This is an optimization exercise on Yosys and OpenROAD, whose aim is a short achievable clock period and few clock cycles, not a production implementation. In this exercise RTL edits were held to simulation tests only and were not proved equivalent to the original. Power and IR drop assume default switching activity.

==> v4 <==
==> flow/design.v (excerpt) <==
module hmmm_core (
    input  wire        clk,
    input  wire        rst,           
    input  wire [8:0]  code_limit,
    input  wire [5:0]  exc_en,        
    input  wire [1:0]  ibp_en,
    input  wire [7:0]  ibp0_addr,
    input  wire [7:0]  ibp1_addr,
    input  wire        cmd_cont,
    input  wire        cmd_step,
    input  wire        cmd_pause,
    input  wire        in_valid,
    input  wire        in_eof,
    input  wire [15:0] in_data,
    output wire        out_valid,
    output wire [15:0] out_data,
    output wire        mem_req,
    output wire        mem_we,
    output wire [7:0]  mem_addr,
    output wire [15:0] mem_wdata,
    input  wire        mem_ack,
    input  wire [15:0] mem_rdata,
    output wire [2:0]  state,
    output wire [3:0]  stop_reason,
    output wire [15:0] pc_out,
    output wire [1:0]  bp_hit,
    output wire        exc_valid,
    output wire [2:0]  exc_kind,
    output wire [15:0] exc_epc,
    output wire [15:0] exc_addr,
    input  wire [3:0]  dbg_sel,
    output wire [15:0] dbg_rdata
);
Settings: LEC_CHECK=0, ABC_CLOCK_PERIOD_IN_PS=5000, CAP_MARGIN=20, CORE_MARGIN=2, CORE_UTILIZATION=40, SETUP_SLACK_MARGIN=5, SLEW_MARGIN=20; clock period 12.0 ns.
run.sh (not shown) runs the stock make flow with config.mk's settings and CLKGATE_MAP_FILE= SYNTH_SCRIPT=/design/flow/synth_recipe.tcl, a recipe that flattens the netlist after the stock synthesis.
==> inputs of v34, as changes to v4 <==
--- a/flow/design.v
+++ b/flow/design.v
@@ -29,11 +29,11 @@
     output wire [15:0] exc_epc,
     output wire [15:0] exc_addr,
     input  wire [3:0]  dbg_sel,
     output wire [15:0] dbg_rdata
 );
-    localparam integer DSTEPS = 4;
+    localparam integer DSTEPS = 2;
     localparam [2:0] RS_READY   = 3'd0,
                      RS_RUNNING = 3'd1,
                      RS_PAUSED  = 3'd2,
                      RS_HALTED  = 3'd3,
                      RS_AWAIT   = 3'd4;
@@ -76,10 +76,13 @@
     reg [3:0]  lx;              
     reg        d_load;          
     reg        d_we;
     reg [7:0]  d_addr;
     reg [15:0] d_wdata;
+    reg        d_ywr;           
+    reg [3:0]  d_ya;
+    reg [15:0] d_yv;
     reg        o_valid;
     reg [15:0] o_data;
     reg [15:0] m_a, m_b;
     reg [15:0] dv_a;            
     reg [15:0] dv_b;            
@@ -260,12 +263,10 @@
             case (phase)
             PH_EX: begin
                 if (ex_go) begin
                     if (is_setn || is_addn || is_add || is_sub || is_call)
                         write_reg(fx, alu_res);
-                    else if ((is_pushr || is_popr) && !mem_oor && !mask_stop)
-                        write_reg(fy, is_pushr ? ry_inc : ry_dec);
                 end
             end
             PH_MEM:   if (mem_ack && d_load) write_reg(lx, mem_rdata);
             PH_MUL:   write_reg(lx, mul_res);
             PH_DINIT: if (dv_small && !(dv_mod && dv_rneg)) write_reg(lx, dv_mod ? dv_a : 16'd0);
@@ -273,16 +274,22 @@
             PH_DFIN:  write_reg(lx, dv_fin);
             default: ;
             endcase
         end
     end
+    wire ry_we = running && (phase == PH_MEM) && mem_ack && d_ywr;
     always @(posedge clk) begin
         if (rst) begin
             for (i = 1; i < 16; i = i + 1)
                 regs[i] <= 16'd0;
-        end else if (rf_we && rf_wa != 4'd0) begin
-            regs[rf_wa] <= rf_wd;
+        end else begin
+            for (i = 1; i < 16; i = i + 1) begin
+                if (rf_we && rf_wa == i)
+                    regs[i] <= rf_wd;
+                else if (ry_we && d_ya == i)
+                    regs[i] <= d_yv;
+            end
         end
     end
     always @(posedge clk) begin
         if (rst) begin
             runstate     <= RS_READY;
@@ -302,10 +309,13 @@
             lx           <= 4'd0;
             d_load       <= 1'b0;
             d_we         <= 1'b0;
             d_addr       <= 8'd0;
             d_wdata      <= 16'd0;
+            d_ywr        <= 1'b0;
+            d_ya         <= 4'd0;
+            d_yv         <= 16'd0;
             o_valid      <= 1'b0;
             o_data       <= 16'd0;
             m_a          <= 16'd0;
             m_b          <= 16'd0;
             dv_a         <= 16'd0;
@@ -375,10 +385,13 @@
                             end else begin
                                 d_load  <= !mem_is_write;
                                 d_we    <= mem_is_write;
                                 d_addr  <= mem_ea[7:0];
                                 d_wdata <= rx;
+                                d_ywr   <= is_pushr || is_popr;
+                                d_ya    <= fy;
+                                d_yv    <= is_pushr ? ry_inc : ry_dec;
                                 phase   <= PH_MEM;
                             end
                         end else if (is_div || is_mod) begin
                             if (rz == 16'd0) begin
                                 fatal(EX_DIV_ZERO, 16'd0);
==> summary of the runs <==
- Of v34 and v4, v34 has the higher flip-flop and latch count (gap 5).
- Between v34 and v4, the lower utilization is in v34 (gap 3.2 points).
- Against v34, the final cell count of v4 is lower by about 13%.
- Of v4 and v34, v34 has the higher global-route usage (gap 11 points).
- In v34 the hold slack is worse than in v4, by 0.0056 ns.
- Critical path depth: v34 is lower than v4 (29).
- Against v34, the maximum frequency of v4 is smaller by about 27%.
- Of v4 and v34, v34 has the higher first-iteration DRC count (gap about 11%, measured against v34).
- Against v34, the setup slack of v4 is worse by 2.7 ns.
- Total power: v34 is smaller than v4 (47%).
==> figures <==
item                                                                                   v4         v34
Status                                                   no timing/DRC/antenna violations  no timing/DRC/antenna violations
Iter 0 DRT Violations                                                                6746        7569
Comb power frac                                                                     68.6%       46.4%
Via count of the first global-routing pass                                          39376       46992
Most common library cell in the layout ignoring fill and taps                      nor2_1     nand2_1
GRT Util Overall                                                                    35.1%       46.3%
Sequential Power Share                                                              15.6%       25.9%
Core box area                                                                  107000 µm²  109000 µm²
Pint                                                                            0.00666 W   0.00366 W
Non-Clock Buffer Area Fraction                                                      10.2%       8.72%
Basic-gate share of the synthesized area counting and, or, nand and nor cells       17.7%       23.7%
Post-CTS sizing                                                                       290         180
Leakage power                                                                     19.7 nW     18.3 nW
Combined area of the multi-input logic cells                                    31000 µm²   32300 µm²
Clock skew after layout                                                         0.0261 ns   0.0540 ns
Maximum number of pins on one net before global-route repair                           81          86
Count of standard-cell rows                                                           120         121
Reg2reg setup slack                                                               2.33 ns     5.18 ns
Number of placed instances with taps included                                        6114        7261
Overall power after layout                                                       0.0121 W   0.00644 W
Setup WS post-layout                                                              2.33 ns     4.98 ns
Non-clock buffer instance count of the final layout                                   538         436
Testbench counts of v4, summed over its fixed seeds: cycles 37,186.
Testbench counts of v34, summed over its fixed seeds: cycles 38,364.

==> afterwards: timing with drivers on the ports <==
Ports are ideal in the flow. The routed layouts listed here were re-timed in OpenROAD. Step 1 sets driving cells, clkbuf_16 on the clock port and buf_2 on the other inputs (assumed; they add their load-dependent delay and slew). Step 2 also shifts input and output timing later by t, the mid clock arrival at the registers, as if the neighbouring blocks saw the same clock. Slacks: no drivers / after step 1 / after step 2; pairs: no drivers / after step 1.
| run | shift t [ns] | setup slack, ns | clock arrival spread, ns | worst register clock-pin slew, ns | worst slew at a driven data input, ns |
|---|---|---|---|---|---|
| v4 | 0.716 | 2.328 / 2.328 / 2.328 | 0.029 / 0.029 | 0.08 / 0.08 | 0.35 |
| v34 | 0.762 | 4.981 / 4.956 / 4.194 | 0.054 / 0.054 | 0.07 / 0.07 | 0.29 |
After both steps setup and hold are still met in every run listed. The setup slack of v34, which loses most, moves by -0.025 ns with the drivers and by -0.787 ns with both steps.
